Source: an optimization exercise on an open RTL-to-GDS flow (aim: small area). Production flows keep margins and buffers that such runs may drop.
In this exercise RTL edits were held to simulation tests only and were not proved equivalent to the original.
Power and IR drop assume default switching activity.

==> design.v <==
module pce_builder #(
    parameter FULL_SCALE      = 1000,
    parameter CYCLE_LENGTH    = 8000,
    parameter DEAD_TIME       = 32,
    parameter MIN_TIMER_DELTA = 64
) (
    input  wire [15:0]    duty_a,
    input  wire [15:0]    duty_b,
    input  wire [15:0]    duty_c,
    output wire [8*25-1:0] table_out    
);
    localparam integer CLAMP      = CYCLE_LENGTH - 2*DEAD_TIME - 1;
    localparam integer TS_ALLOFF  = CYCLE_LENGTH - DEAD_TIME;
    localparam [15:0]  CLAMP16    = CLAMP;
    localparam [7:0] CMD_START  = 8'd0;
    localparam [7:0] CMD_ALLOFF = 8'd7;
    localparam integer COUNTS_PER_STEP = CYCLE_LENGTH / FULL_SCALE;
    wire [31:0] on_a = duty_a * COUNTS_PER_STEP;
    wire [31:0] on_b = duty_b * COUNTS_PER_STEP;
    wire [31:0] on_c = duty_c * COUNTS_PER_STEP;
    wire [15:0] off_a = (on_a > CLAMP) ? CLAMP16 : on_a[15:0];
    wire [15:0] off_b = (on_b > CLAMP) ? CLAMP16 : on_b[15:0];
    wire [15:0] off_c = (on_c > CLAMP) ? CLAMP16 : on_c[15:0];
    reg [1:0]  ord0, ord1, ord2, t;
    reg [15:0] k0, k1, k2, tk;
    always @* begin
        ord0 = 2'd0; ord1 = 2'd1; ord2 = 2'd2;
        k0 = off_a;  k1 = off_b;  k2 = off_c;
        if (k1 < k0) begin
            t = ord0; ord0 = ord1; ord1 = t;
            tk = k0;  k0 = k1;     k1 = tk;
        end
        if (k2 < k1) begin
            t = ord1; ord1 = ord2; ord2 = t;
            tk = k1;  k1 = k2;     k2 = tk;
            if (k1 < k0) begin
                t = ord0; ord0 = ord1; ord1 = t;
                tk = k0;  k0 = k1;     k1 = tk;
            end
        end
    end
    reg [16:0] acc;
    reg [15:0] d1, d3, d5, d7;
    always @* begin
        d1  = k0;
        acc = {1'b0, k0} + DEAD_TIME;
        d3  = ({1'b0, k1} > acc) ? (k1 - acc[15:0]) : 16'd0;
        acc = acc + d3 + DEAD_TIME;
        d5  = ({1'b0, k2} > acc) ? (k2 - acc[15:0]) : 16'd0;
        acc = acc + d5 + DEAD_TIME;
        d7  = (TS_ALLOFF > acc) ? (TS_ALLOFF - acc[15:0]) : 16'd0;
    end
    wire [15:0] dt = DEAD_TIME;
    wire [15:0] delta [0:7];
    wire [7:0]  cmd   [0:7];
    assign delta[0] = dt;  assign cmd[0] = CMD_START;
    assign delta[1] = d1;  assign cmd[1] = 8'd1 + ord0;
    assign delta[2] = dt;  assign cmd[2] = 8'd4 + ord0;
    assign delta[3] = d3;  assign cmd[3] = 8'd1 + ord1;
    assign delta[4] = dt;  assign cmd[4] = 8'd4 + ord1;
    assign delta[5] = d5;  assign cmd[5] = 8'd1 + ord2;
    assign delta[6] = dt;  assign cmd[6] = 8'd4 + ord2;
    assign delta[7] = d7;  assign cmd[7] = CMD_ALLOFF;
    genvar i;
    generate
        for (i = 0; i < 8; i = i + 1) begin : g_entry
            assign table_out[25*i +: 25] = {(delta[i] < MIN_TIMER_DELTA), cmd[i], delta[i]};
        end
    endgenerate
endmodule
module pce_exec_step (
    input  wire            fire,         
    input  wire [16*25-1:0] tbl,         
    input  wire            act,
    input  wire [2:0]      cursor,
    input  wire            pend,
    input  wire            next_bank,
    input  wire [5:0]      fet,
    input  wire            enabled,
    input  wire            wait_st,      
    input  wire [15:0]     tfire,
    input  wire [15:0]     ocr,
    output reg             act_o,
    output reg  [2:0]      cursor_o,
    output reg             pend_o,
    output reg  [5:0]      fet_o,
    output reg             enabled_o,
    output reg             wait_o,
    output reg  [15:0]     ocr_o
);
    localparam [7:0] CMD_START  = 8'd0;
    localparam [7:0] CMD_ALLOFF = 8'd7;
    wire [24:0] cur  = tbl[25*{act, cursor} +: 25];
    wire [7:0]  cmd  = cur[23:16];
    reg  [24:0] nxt;
    reg         stop;
    always @* begin
        act_o     = act;
        cursor_o  = cursor;
        pend_o    = pend;
        fet_o     = fet;
        enabled_o = enabled;
        wait_o    = wait_st;
        ocr_o     = ocr;
        stop      = 1'b0;
        nxt       = 25'd0;
        if (fire) begin
            if (cmd > CMD_ALLOFF) begin
                stop = 1'b1;                         
            end else if (cmd == CMD_ALLOFF) begin
                fet_o[1] = 1'b0;
                fet_o[3] = 1'b0;
                fet_o[5] = 1'b0;
                if (pend) begin
                    act_o  = next_bank;
                    pend_o = 1'b0;
                end
                cursor_o = 3'd0;
            end else begin
                case (cmd)
                    8'd0: begin fet_o[0] = 1'b1; fet_o[2] = 1'b1; fet_o[4] = 1'b1; end
                    8'd1: fet_o[0] = 1'b0;
                    8'd2: fet_o[2] = 1'b0;
                    8'd3: fet_o[4] = 1'b0;
                    8'd4: fet_o[1] = 1'b1;
                    8'd5: fet_o[3] = 1'b1;
                    default: fet_o[5] = 1'b1;
                endcase
                if (cursor == 3'd7) stop = 1'b1;     
                else cursor_o = cursor + 3'd1;
            end
            if (stop) begin
                enabled_o = 1'b0;
                wait_o    = 1'b0;
            end else begin
                nxt    = tbl[25*{act_o, cursor_o} +: 25];
                ocr_o  = tfire + nxt[15:0];
                wait_o = nxt[24];
            end
        end
    end
endmodule
module tripolar_pce #(
    parameter FULL_SCALE      = 1000,
    parameter CYCLE_LENGTH    = 8000,
    parameter DEAD_TIME       = 32,
    parameter MIN_TIMER_DELTA = 64,
    parameter INIT_DELAY      = 8000
) (
    input  wire        clk,
    input  wire        rst,         
    input  wire        op_valid,
    input  wire [2:0]  op_code,
    input  wire [1:0]  op_ch,
    input  wire [15:0] op_val,
    output wire        op_ready,
    output wire [5:0]  fet,         
    output wire        busy
);
    localparam [2:0] OP_SET_PWM    = 3'd0;
    localparam [2:0] OP_UPDATE     = 3'd1;
    localparam [2:0] OP_TICKLE     = 3'd2;
    localparam [2:0] OP_ISR_ENABLE = 3'd3;
    localparam [2:0] OP_INIT       = 3'd4;
    localparam [15:0] FULL_SCALE16 = FULL_SCALE;
    localparam [15:0] INIT_DELAY16 = INIT_DELAY;
    localparam [24:0] IDLE_ENTRY   = {1'b0, 8'd7, INIT_DELAY16};
    reg [15:0] duty_a, duty_b, duty_c;
    reg        upd;
    reg [16*25-1:0] tbl;                
    reg        act;
    reg [2:0]  cursor;
    reg        next_bank;
    reg        pend;
    reg        enabled;
    reg        wait_st;                 
    reg [15:0] tfire;
    reg [15:0] tcnt;
    reg [15:0] ocr;
    reg        ocf;
    reg [5:0]  fet_r;
    assign fet  = fet_r;
    assign busy = pend;
    wire [15:0] tcnt_n = tcnt + 16'd1;
    wire        ocf_t  = ocf | (tcnt_n == ocr);
    wire [24:0] wait_entry_a = tbl[25*{act, cursor} +: 25];
    wire [15:0] elapsed_a    = tcnt_n - tfire;
    wire        poll_a       = wait_st & (elapsed_a >= wait_entry_a[15:0]);
    wire        enter_a      = ~wait_st & ocf_t;
    wire        fire_a       = poll_a | (enter_a & enabled);
    wire        ocf_a        = (poll_a | enter_a) ? 1'b0 : ocf_t;
    wire [15:0] tfire_a      = fire_a ? ocr : tfire;
    wire        act_a, pend_a, enabled_a, wait_a;
    wire [2:0]  cursor_a;
    wire [5:0]  fet_a;
    wire [15:0] ocr_a;
    pce_exec_step u_step_a (
        .fire(fire_a), .tbl(tbl), .act(act), .cursor(cursor), .pend(pend),
        .next_bank(next_bank), .fet(fet_r), .enabled(enabled), .wait_st(wait_st),
        .tfire(tfire_a), .ocr(ocr),
        .act_o(act_a), .cursor_o(cursor_a), .pend_o(pend_a), .fet_o(fet_a),
        .enabled_o(enabled_a), .wait_o(wait_a), .ocr_o(ocr_a)
    );
    wire [24:0] wait_entry_b = tbl[25*{act_a, cursor_a} +: 25];
    wire [15:0] elapsed_b    = tcnt_n - tfire_a;
    wire        fire_b       = wait_a & (elapsed_b >= wait_entry_b[15:0]);
    wire        ocf_b        = fire_b ? 1'b0 : ocf_a;
    wire [15:0] tfire_b      = fire_b ? ocr_a : tfire_a;
    wire        act_b, pend_b, enabled_b, wait_b;
    wire [2:0]  cursor_b;
    wire [5:0]  fet_b;
    wire [15:0] ocr_b;
    pce_exec_step u_step_b (
        .fire(fire_b), .tbl(tbl), .act(act_a), .cursor(cursor_a), .pend(pend_a),
        .next_bank(next_bank), .fet(fet_a), .enabled(enabled_a), .wait_st(wait_a),
        .tfire(tfire_b), .ocr(ocr_a),
        .act_o(act_b), .cursor_o(cursor_b), .pend_o(pend_b), .fet_o(fet_b),
        .enabled_o(enabled_b), .wait_o(wait_b), .ocr_o(ocr_b)
    );
    assign op_ready = ~wait_b;
    wire   host_op  = op_valid & ~wait_b;
    wire [8*25-1:0] built;
    pce_builder #(
        .FULL_SCALE(FULL_SCALE), .CYCLE_LENGTH(CYCLE_LENGTH),
        .DEAD_TIME(DEAD_TIME), .MIN_TIMER_DELTA(MIN_TIMER_DELTA)
    ) u_builder (
        .duty_a(duty_a), .duty_b(duty_b), .duty_c(duty_c), .table_out(built)
    );
    wire [15:0] sat_val = (op_val > FULL_SCALE16) ? FULL_SCALE16 : op_val;
    wire upd_req = host_op & (op_code == OP_UPDATE);
    wire do_build = host_op & ((op_code == OP_UPDATE) | (op_code == OP_TICKLE))
                    & (upd | upd_req) & ~pend_b;
    wire do_init  = host_op & (op_code == OP_INIT);
    always @(posedge clk) begin
        if (rst || do_init) begin
            duty_a    <= 16'd0;
            duty_b    <= 16'd0;
            duty_c    <= 16'd0;
            upd       <= 1'b0;
            tbl       <= {16{IDLE_ENTRY}};
            act       <= 1'b0;
            cursor    <= 3'd0;
            next_bank <= 1'b0;
            pend      <= 1'b0;
            enabled   <= 1'b0;
            wait_st   <= 1'b0;
            ocf       <= 1'b0;
            fet_r     <= 6'd0;
            if (rst) begin
                tcnt  <= 16'd0;
                tfire <= 16'd0;
                ocr   <= INIT_DELAY16;
            end else begin
                tcnt  <= tcnt_n;
                tfire <= tcnt_n;
                ocr   <= tcnt_n + INIT_DELAY16;
            end
        end else begin
            tcnt    <= tcnt_n;
            ocf     <= ocf_b;
            tfire   <= tfire_b;
            ocr     <= ocr_b;
            act     <= act_b;
            cursor  <= cursor_b;
            fet_r   <= fet_b;
            wait_st <= wait_b;
            enabled <= enabled_b;
            pend    <= pend_b;
            if (host_op && op_code == OP_SET_PWM) begin
                case (op_ch)
                    2'd0: duty_a <= sat_val;
                    2'd1: duty_b <= sat_val;
                    2'd2: duty_c <= sat_val;
                    default: ;
                endcase
            end
            if (host_op && op_code == OP_ISR_ENABLE)
                enabled <= op_val[0];
            if (upd_req)
                upd <= 1'b1;
            if (do_build) begin
                if (next_bank) tbl[0 +: 8*25]    <= built;    
                else           tbl[8*25 +: 8*25] <= built;    
                next_bank <= ~next_bank;
                pend      <= 1'b1;
                upd       <= 1'b0;
            end
        end
    end
endmodule
==> run.sh <==
#!/bin/bash
# synth_recipe.tcl (not shown) runs the flow's synth.tcl, then flattens the netlist and writes it again
# the make line also repeats each setting of config.mk as NAME=value (left out here)
make -C /OpenROAD-flow-scripts/flow DESIGN_CONFIG=/design/flow/config.mk WORK_HOME=/design/flow/orfs CLKGATE_MAP_FILE= SYNTH_SCRIPT=/design/flow/synth_recipe.tcl finish
==> config.mk <==
export PLATFORM = sky130hd
export DESIGN_NAME = tripolar_pce
export DESIGN_NICKNAME = tripolar_pce
export VERILOG_FILES = /design/flow/design.v
export SDC_FILE = /design/flow/constraint.sdc
export NUM_CORES = 4
export LEC_CHECK = 0
export CAP_MARGIN = 20
export CORE_MARGIN = 2
export CORE_UTILIZATION = 40
export PLACE_DENSITY = 0.6
export SLEW_MARGIN = 20
==> constraint.sdc <==
create_clock -name core_clock -period 18.0 [get_ports {clk}]
set_input_delay 3.6000 -clock core_clock [delete_from_list [all_inputs] [get_ports {clk}]]
set_output_delay 3.6000 -clock core_clock [all_outputs]
set_load 0.01 [all_outputs]
==> qor.csv, run 1 <==
metric;value;unit
ys.flop_type;dfxtp_1;
async_flop_share;0;
rr_worst_depth;78;
first_iter_violations;2923;
rsz0062_at_grt;false;
synth.top_cell.area_share;0.209;
finalInstanceArea;28700;µm²
worstMarginPinSlew;1.09;ns
worst_ep_arrival_time;17.31;ns
synth_cell_types;106;
synth_top_area_cell;dfxtp_1;
grt.total_usage;0.277;
slew-limit-headroom;0.272;
hold_viol;0;
setup_tns;0;ns
synth-seq-area-share;0.209;
cts_buffer_depth;3;
htree_levels;2;
critPathRequiredTime;18.46;ns
synth_edf_count;0;
holdCritPathClass;reg -> reg;
root_buffer;clkbuf_16;
ios;32;
syn_area_per_cell;7.58;µm²
path_clk_slew;0.06;ns
slew_violations;0;
period_share;0.936;
dieArea;68300;µm²
die_h;261;µm
cts-hold-fix-buffers;0;
first_global_vias;24800;
cts_tree;yes;
row_count;94;
die_x;261;µm
wl_per_cell;22.4;µm
clock_latency;0.57;ns
power_density;105;nW/µm²
area_growth;8.45;%
yosys-top-cells-area;dfxtp_1 21%, ha_1 11%, mux2i_1 6.4%;
globalplace.congestion;0.935;
ys_warn_count;3;
fin_skew;0.0345;ns
p_leak;11.8;nW
max_stage_delay;0.59;ns
r2r_slack;1.16;ns
path_max_fanout;16;
max_freq;0.0594;GHz
syn_inst;3493;
stdcell_count;4313;
layout_common_cells;337 x nand2_1, 284 x a21oi_1, 275 x dfxtp_1, 274 x o21ai_0, 231 x ha_1;
fin_nets;3688;
io_buffers;31;
maxCapViolCount;0;
antenna_found_initial;1;
start_util;0.404;
coreArea;65600;µm²
via_count;26700;
hold_path_depth;1;
drc;0;
wirelength;96.4;mm
grt_max_degree;97;
dp_hpwl;70.6;mm
setup_viol;0;
path_class;reg -> reg;
ir_drop;0.000104;V
gr-total-overflow;0;
netlist_area;26500;µm²
n_antenna_cell;0;
cts_num_sinks;276;
placed_cells;4247;
drtPass1Iterations;6;
cts_buffers;35;
cp-start-kind;flop;
critPathCaptureType;flop;
place_area;27500;µm²
grt_pass1_wl;149;mm
via_per_inst;6.18;
final_layout_size_suffix_gt1_frac;0.0821;
period_needed;16.84;ns
status;no timing/DRC/antenna violations;
layout_commonest_cell;nand2_1;
ys_seq_elements;276;
ant_nets;0;
crit_path_top_delay_cell;or4_1;
## routing by layer
metal	vias up	routed length [µm]	global-route usage
met4	0	4080	0.115
met3	215	7970	0.0437
met5	-	0	0
met1	12600	40900	0.368
met2	1173	43500	0.447
li1	12600	-	-
## layout make-up
| cell class | instances | area (µm²) |
|---|---|---|
| inverters | 174 | 653 |
| repair buffers | 101 | 831 |
| flip-flops and latches | 276 | 5530 |
| multi-input cells | 2838 | 19500 |
| clock buffers | 49 | 1030 |
| fillers | 6744 | 36900 |
| clock inverters | 11 | 121 |
| well taps | 864 | 1080 |
## registers in the layout (all words and copies together), names as in the netlist, 3 cells and up
name / count
duty_c: 16
duty_b: 16
tbl: 164
duty_a: 16
ocr: 16
tcnt: 16
fet_r: 6
cursor: 3
tfire: 16
## what timing repair did
action / in CTS / in global routing
endpoints found under the setup margin: 0 / 31
setup buffers: 0 / 5
resized for setup: 0 / 21
## path summary, 6_finish.rpt
check / start / end
max: duty_a[10] / tbl[380]
min: duty_b[13] / duty_b[13]
max reg2reg: duty_a[10] / tbl[380]
min reg2reg: duty_b[13] / duty_b[13]
## through the flow
| step | worst slack [ns] | hold slack [ns] | power [mW] | util |
|---|---|---|---|---|
| after floorplan | 1.49 | 0.443 | 1.81 | - |
| after global placement | 0.890 | 0.460 | 2.24 | 0.419 |
| after detailed placement | 0.628 | 0.460 | 2.22 | 0.419 |
| after CTS | 0.549 | 0.477 | 2.95 | 0.436 |
| after global routing | 0.0104 | 0.483 | 3.21 | 0.438 |
| final | 1.16 | 0.474 | 3.00 | 0.438 |
## power by group
| part | switching, mW | total (mW) | internal [mW] |
|---|---|---|---|
| combinational | 1.04 | 1.65 | 0.601 |
| clock | 0.295 | 0.724 | 0.429 |
| sequential | 0.0149 | 0.635 | 0.620 |
| total | 1.35 | 3.00 | 1.65 |
## cells in the mapped netlist (all sizes together), types with 13 or more instances
cell type  number
a22oi          25
nand3         160
a21boi         20
nand2b         27
or3            18
nor2b          34
a21o           63
buf           105
mux2i         172
nor3           66
mux4           23
a211oi         43
nand4          52
a21oi         302
dfxtp         276
nor2          235
ha            231
o21bai         33
or4            13
a31oi          40
inv           173
xor2           51
o311ai         24
a311oi         14
nand2         341
mux2           31
o211ai         50
xnor2         102
o22ai          36
a211o          17
and3           65
o31ai          14
o21ai         300
or2            18
nor4           28
o21a           19
clkbuf        131
and2           17
## critical path: cells and delay by family, from the launching register on
kind                     cells  cell delay [ns]
flip-flops                   1             0.30
XOR/XNOR                     2             0.32
AND/OR/NAND/NOR             17             3.82
AO/OA/AOI/OAI               42             8.50
adder cells (fa/ha/maj)      8             2.20
buffers and inverters        8             1.28
multiplexers                 1             0.31
## cells by family (layout without fill, tap and decap cells)
| group | after synthesis | after routing | synth area share |
|---|---|---|---|
| AND/OR/NAND/NOR | 1099 | 1099 | 0.200 |
| multiplexers | 226 | 227 | 0.0982 |
| XOR/XNOR | 153 | 153 | 0.0506 |
| adder cells (fa/ha/maj) | 240 | 240 | 0.115 |
| other | 2 | 32 | 0.000284 |
| flip-flops | 276 | 276 | 0.209 |
| AO/OA/AOI/OAI | 1087 | 1087 | 0.260 |
| buffers and inverters | 410 | 335 | 0.0666 |
==> run 2: changes to the inputs <==
==> design.v (replaced) <==
module tripolar_pce #(
    parameter FULL_SCALE      = 1000,
    parameter CYCLE_LENGTH    = 8000,
    parameter DEAD_TIME       = 32,
    parameter MIN_TIMER_DELTA = 64,
    parameter INIT_DELAY      = 8000
) (
    input  wire        clk,
    input  wire        rst,         
    input  wire        op_valid,
    input  wire [2:0]  op_code,
    input  wire [1:0]  op_ch,
    input  wire [15:0] op_val,
    output wire        op_ready,
    output wire [5:0]  fet,         
    output wire        busy
);
    reg [9:0]  da, db, dc;       
    reg [9:0]  pa, pb, pc;       
    reg [9:0]  aa, ab, ac;       
    reg        idle;             
    reg        pend;
    reg        upd;
    reg        enabled;
    reg        wt;               
    reg [2:0]  cur;              
    reg [15:0] p;                
    reg [2:0]  lb;               
    assign busy = pend;
    wire c_ab = ab < aa;         
    wire c_ac = ac < aa;
    wire c_bc = ac < ab;
    wire [1:0] rk_a = {1'b0, c_ab} + {1'b0, c_ac};
    wire [1:0] rk_b = {1'b0, ~c_ab} + {1'b0, c_bc};
    wire [1:0] rk_c = {1'b0, ~c_ac} + {1'b0, ~c_bc};
    wire [3:0] c4 = {1'b0, cur};
    assign fet[0] = (cur != 3'd0) & (c4 < {1'b0, rk_a, 1'b0} + 4'd2);
    assign fet[1] = (cur != 3'd0) & (c4 > {1'b0, rk_a, 1'b0} + 4'd2);
    assign fet[2] = (cur != 3'd0) & (c4 < {1'b0, rk_b, 1'b0} + 4'd2);
    assign fet[3] = (cur != 3'd0) & (c4 > {1'b0, rk_b, 1'b0} + 4'd2);
    assign fet[4] = (cur != 3'd0) & (c4 < {1'b0, rk_c, 1'b0} + 4'd2);
    assign fet[5] = (cur != 3'd0) & (c4 > {1'b0, rk_c, 1'b0} + 4'd2);
    wire [1:0] r    = cur[2:1];
    wire [9:0] ks   = (rk_a == r) ? aa : (rk_b == r) ? ab : ac;
    wire       ke   = &ks[9:5];                  
    wire [12:0] koff = {ks[9:6], ks[5] & ~ke, ks[4:0] | {5{ke}}, {3{ke}}};
    wire        tall = idle | (r == 2'd3);       
    wire [12:0] tgt  = tall ? 13'd7968 : koff;
    wire [15:0] pn  = p + 16'd1;
    wire [13:0] dif = {1'b0, tgt} - {1'b0, pn[12:0]};
    wire        dz  = (dif == 14'd0);
    wire        eqt = dz & (pn[15:13] == 3'd0);
    wire        chn = dif[13] | dz;              
    wire        urg = dif[13] | (dif[12:6] == 7'd0);
    wire        eql = (pn[4:0] == {lb[2], lb[1], {3{lb[0]}}});
    wire evw    = ~idle & ~cur[0];               
    wire fire_a = evw ? eql : (eqt & (wt | enabled));
    wire chain  = fire_a & evw & chn;            
    wire alloff = fire_a & (tall & ~evw | chain & (cur == 3'd6));
    wire swap   = alloff & pend;
    wire pend_b = pend & ~swap;
    wire [2:0] cur_b  = ~fire_a ? cur :
                        alloff  ? 3'd0 :
                        cur + {chain, ~chain};
    wire       wait_b = ~fire_a ? wt :
                        alloff  ? (~idle | pend) :
                        (evw & ~chn) ? urg : 1'b1;
    assign op_ready = ~wait_b;
    wire host   = op_valid & ~wait_b;
    wire op_set = host & (op_code == 3'd0);
    wire op_upd = host & (op_code == 3'd1);
    wire op_tck = host & (op_code == 3'd2);
    wire op_ena = host & (op_code == 3'd3);
    wire op_ini = host & (op_code == 3'd4);
    wire build  = (op_upd | op_tck & upd) & ~pend_b;
    wire       vsat = (|op_val[15:10]) | (&op_val[9:5]);
    wire [9:0] sval = {op_val[9:5] | {5{vsat}}, op_val[4:0] & {5{~vsat}}};
    always @(posedge clk) begin
        if (rst || op_ini) begin
            da      <= 10'd0;
            db      <= 10'd0;
            dc      <= 10'd0;
            upd     <= 1'b0;
            idle    <= 1'b1;
            pend    <= 1'b0;
            enabled <= 1'b0;
            wt      <= 1'b0;
            cur     <= 3'd0;
            p       <= 16'hffe0;
        end else begin
            p    <= alloff ? 16'hffe0 : pn;
            cur  <= cur_b;
            wt   <= wait_b;
            idle <= idle & ~swap;
            pend <= pend_b | build;
            upd  <= ~build & (upd | op_upd);
            if (op_ena) enabled <= op_val[0];
            if (op_set && op_ch == 2'd0) da <= sval;
            if (op_set && op_ch == 2'd1) db <= sval;
            if (op_set && op_ch == 2'd2) dc <= sval;
        end
        if (fire_a) lb <= alloff ? 3'd0 : {pn[4], pn[3], pn[0]};
        if (swap) begin
            aa <= pa;
            ab <= pb;
            ac <= pc;
        end
        if (build) begin
            pa <= da;
            pb <= db;
            pc <= dc;
        end
    end
endmodule
==> qor.csv, run 2 <==
metric;value;unit;change
status;no timing/DRC/antenna violations;;
root_buffer;clkbuf_16;;
layout_common_cells;66 x a21oi_1, 63 x edfxtp_1, 57 x o21ai_0, 55 x nand2_1, 54 x dfxtp_1;;
die_h;133;µm;-49%
ys_warn_count;1;;-2
largest_reg_flops;16;;-90%
wirelength;15.8;mm;-84%
netlist_area;6680;µm²;-75%
dieArea;17700;µm²;-74%
synth_edf_count;63;;+63
ir_drop;0.0000675;V;-35%
area_growth;16.4;%;
critPathCaptureType;output pin;;
ys.flop_type;edfxtp_1;;
synth.top_cell.area_share;0.283;;+0.0747
period_needed;11.87;ns;-4.97 ns
fin_nets;798;;-78%
switchingPower;0.151;mW;-89%
yosys.cell_count.top_type;a21oi_1;;
synth-seq-area-share;0.445;;+0.237
p_int;0.476;mW;-71%
wl_per_cell;16.5;µm;-26%
postCtsSetupRepairBufs;0;;unchanged
path_max_fanout;35;;+19
setup_tns;0;ns;unchanged
p_sw_frac;0.241;;-0.210
critPathRequiredTime;14.40;ns;-4.06 ns
cts_buffer_depth;2;;-1
row_count;47;;-50%
start_util;0.406;;+0.00192
globalplace.congestion;0.961;;+2.8%
rsz0062_at_grt;false;;
dp_hpwl;12.1;mm;-83%
holdCritPathClass;reg -> reg;;
via_count;5258;;-80%
cts-hold-fix-buffers;0;;unchanged
fin_skew;0.0122;ns;-0.0224 ns
die_x;133;µm;-49%
crit_path_top_delay_cell;clkdlybuf4s50_1;;
seqPwrFrac;0.451;;+0.240
yosys-top-cells-area;edfxtp_1 28%, dfxtp_1 16%, ha_1 9.6%;;
drtPass1Iterations;5;;-1
p_clk_frac;0.514;;+0.273
cp-start-kind;flop;;
max_freq;0.0842;GHz;+42%
n_antenna_cell;0;;unchanged
cts_buffers;17;;-51%
syn_inst;694;;-80%
syn_area_per_cell;9.62;µm²;+27%
power_density;80.7;nW/µm²;-23%
final_layout_size_suffix_gt1_frac;0.101;;+0.0185
cts_num_sinks;117;;-58%
p_leak;2.92;nW;-75%
worst_ep_arrival_time;8.27;ns;-9.04 ns
hold_viol;0;;unchanged
drc;0;;unchanged
gr-total-overflow;0;;unchanged
layout_commonest_cell;a21oi_1;;
slew-limit-headroom;0.458;;+0.186
power.total;0.627;mW;-79%
path_class;reg -> out;;
worstMarginPinSlew;0.812;ns;-0.275 ns
setup_viol;0;;unchanged
yosys-top-cells-count;66 x a21oi_1, 63 x edfxtp_1, 57 x o21ai_0;;
synth_cell_types;67;;-37%
slew_violations;0;;unchanged
maxCapViolCount;0;;unchanged
grt_pass1_wl;25.7;mm;-83%
synth_top_area_cell;edfxtp_1;;
cpMostUsedCell;ha_1;;
period_share;0.660;;-0.276
grt_max_degree;38;;-61%
ys_seq_elements;117;;-58%
max_stage_delay;0.62;ns;+0.03 ns
ios;32;;unchanged
final_util;0.472;;+0.0343
io_buffers;31;;unchanged
first_global_vias;5008;;-80%
htree_levels;4;;+2
async_flop_share;0;;unchanged
antenna_found_initial;0;;-1
ant_nets;0;;unchanged
path_clk_slew;0.06;ns;about the same
combPwrFrac;0.035;;-0.513
via_per_inst;5.50;;-11%
clock_latency;0.42;ns;-0.15 ns
first_iter_violations;277;;-91%
cts_tree;yes;;
ctsResizeCount;0;;unchanged
largest_register;p;;
grt.total_usage;0.183;;-0.0940
coreArea;16500;µm²;-75%
-- run 2: per-stage QoR --
| stage | hold WS (ns) | std cells | instance area, µm² | setup WS [ns] |
|---|---|---|---|---|
| after floorplan | 0.400 | 694 | 6680 | 8.45 |
| after global routing | 0.418 | 956 | 7770 | 5.67 |
| after global placement | 0.405 | 924 | 7190 | 6.59 |
| after detailed placement | 0.405 | 924 | 7190 | 6.59 |
| final | 0.405 | 956 | 7770 | 6.13 |
| after CTS | 0.410 | 956 | 7770 | 6.12 |
-- run 2: routing by layer --
metal,GRT usage,vias up,share of wire
met5,0,-,0
met4,0.0686,0,0.026
met3,0.0381,21,0.046
met2,0.285,126,0.45
met1,0.253,2476,0.48
li1,-,2635,-
-- run 2: logic make-up (layout without fill, tap and decap cells) --
family                     after synthesis  after routing  share of synthesized area
muxes                                   13             13                     0.0204
and+or+nand+nor                        245            245                      0.196
buffers and inverters                   67            109                     0.0423
adders and majority gates               51             51                     0.0956
AOI/OAI and AO/OA                      181            181                      0.174
DFF                                    117            117                      0.445
xor gates and xnor gates                20             20                     0.0262
-- run 2: critical path, delay by kind of cell, from the launching register on --
kind | cells | cell delay (ns)
and+or+nand+nor | 7 | 1.29
buffers and inverters | 6 | 1.43
AOI/OAI and AO/OA | 13 | 3.38
adders and majority gates | 4 | 1.31
DFF | 1 | 0.43
-- run 2: final timing paths --
| path | startpoint | to | slack (ns) | depth (start not counted) |
|---|---|---|---|---|
| setup / recovery | aa[9] | op_ready | 6.13 | 30 |
| setup reg to reg | aa[9] | p[6] | 9.67 | 29 |
| hold reg to reg | pa[0] | aa[0] | 0.41 | 0 |
| hold / removal | pa[0] | aa[0] | 0.41 | 0 |
-- run 2: power groups by stage --
| stage | Combinational (mW) | Clock (mW) | Sequential (mW) |
|---|---|---|---|
| CTS | 0.0216 | 0.328 | 0.283 |
| floorplan | 0.0124 | 0 | 0.288 |
| global placement | 0.0211 | 0 | 0.288 |
| finish | 0.0217 | 0.323 | 0.283 |
| global route | 0.0236 | 0.341 | 0.283 |
| detailed placement | 0.0214 | 0 | 0.288 |
-- run 2: layout make-up --
| class | instances | area, µm² |
|---|---|---|
| fillers | 1570 | 8690 |
| clock inverters | 15 | 154 |
| well taps | 220 | 275 |
| inverters | 41 | 154 |
| clock buffers | 17 | 425 |
| multi-input cells | 510 | 3440 |
| flip-flops and latches | 117 | 2970 |
| repair buffers | 36 | 348 |

[port drivers added, routing unchanged]
The flow's constraints put no driver on any port. The routed layouts listed below were extracted and timed again, unchanged, in two steps. Step 1 sets driving cells, clkbuf_16 on the clock port and buf_2 on the other inputs (assumed; they add their load-dependent delay and slew). Step 2 moves the port delays by t, midway between the first and last clock arrival at a register: inputs arrive t later, outputs are due t later. That takes back most of the time a late clock gives input paths. Slacks: ideal / step 1 / step 2; pairs: ideal / step 1.
| run | shift t [ns] | setup WS [ns] | worst setup path after step 2 | latest minus earliest clock arrival (ns) | pins driven straight from the clock port |
|---|---|---|---|---|---|
| run 1 | 0.605 | 1.157 / 1.157 / 1.157 | register to register | 0.035 / 0.035 | 1 |
| run 2 | 0.450 | 6.127 / 6.087 / 6.537 | register to output | 0.012 / 0.012 | 1 |
After both steps setup and hold are still met in every run listed.
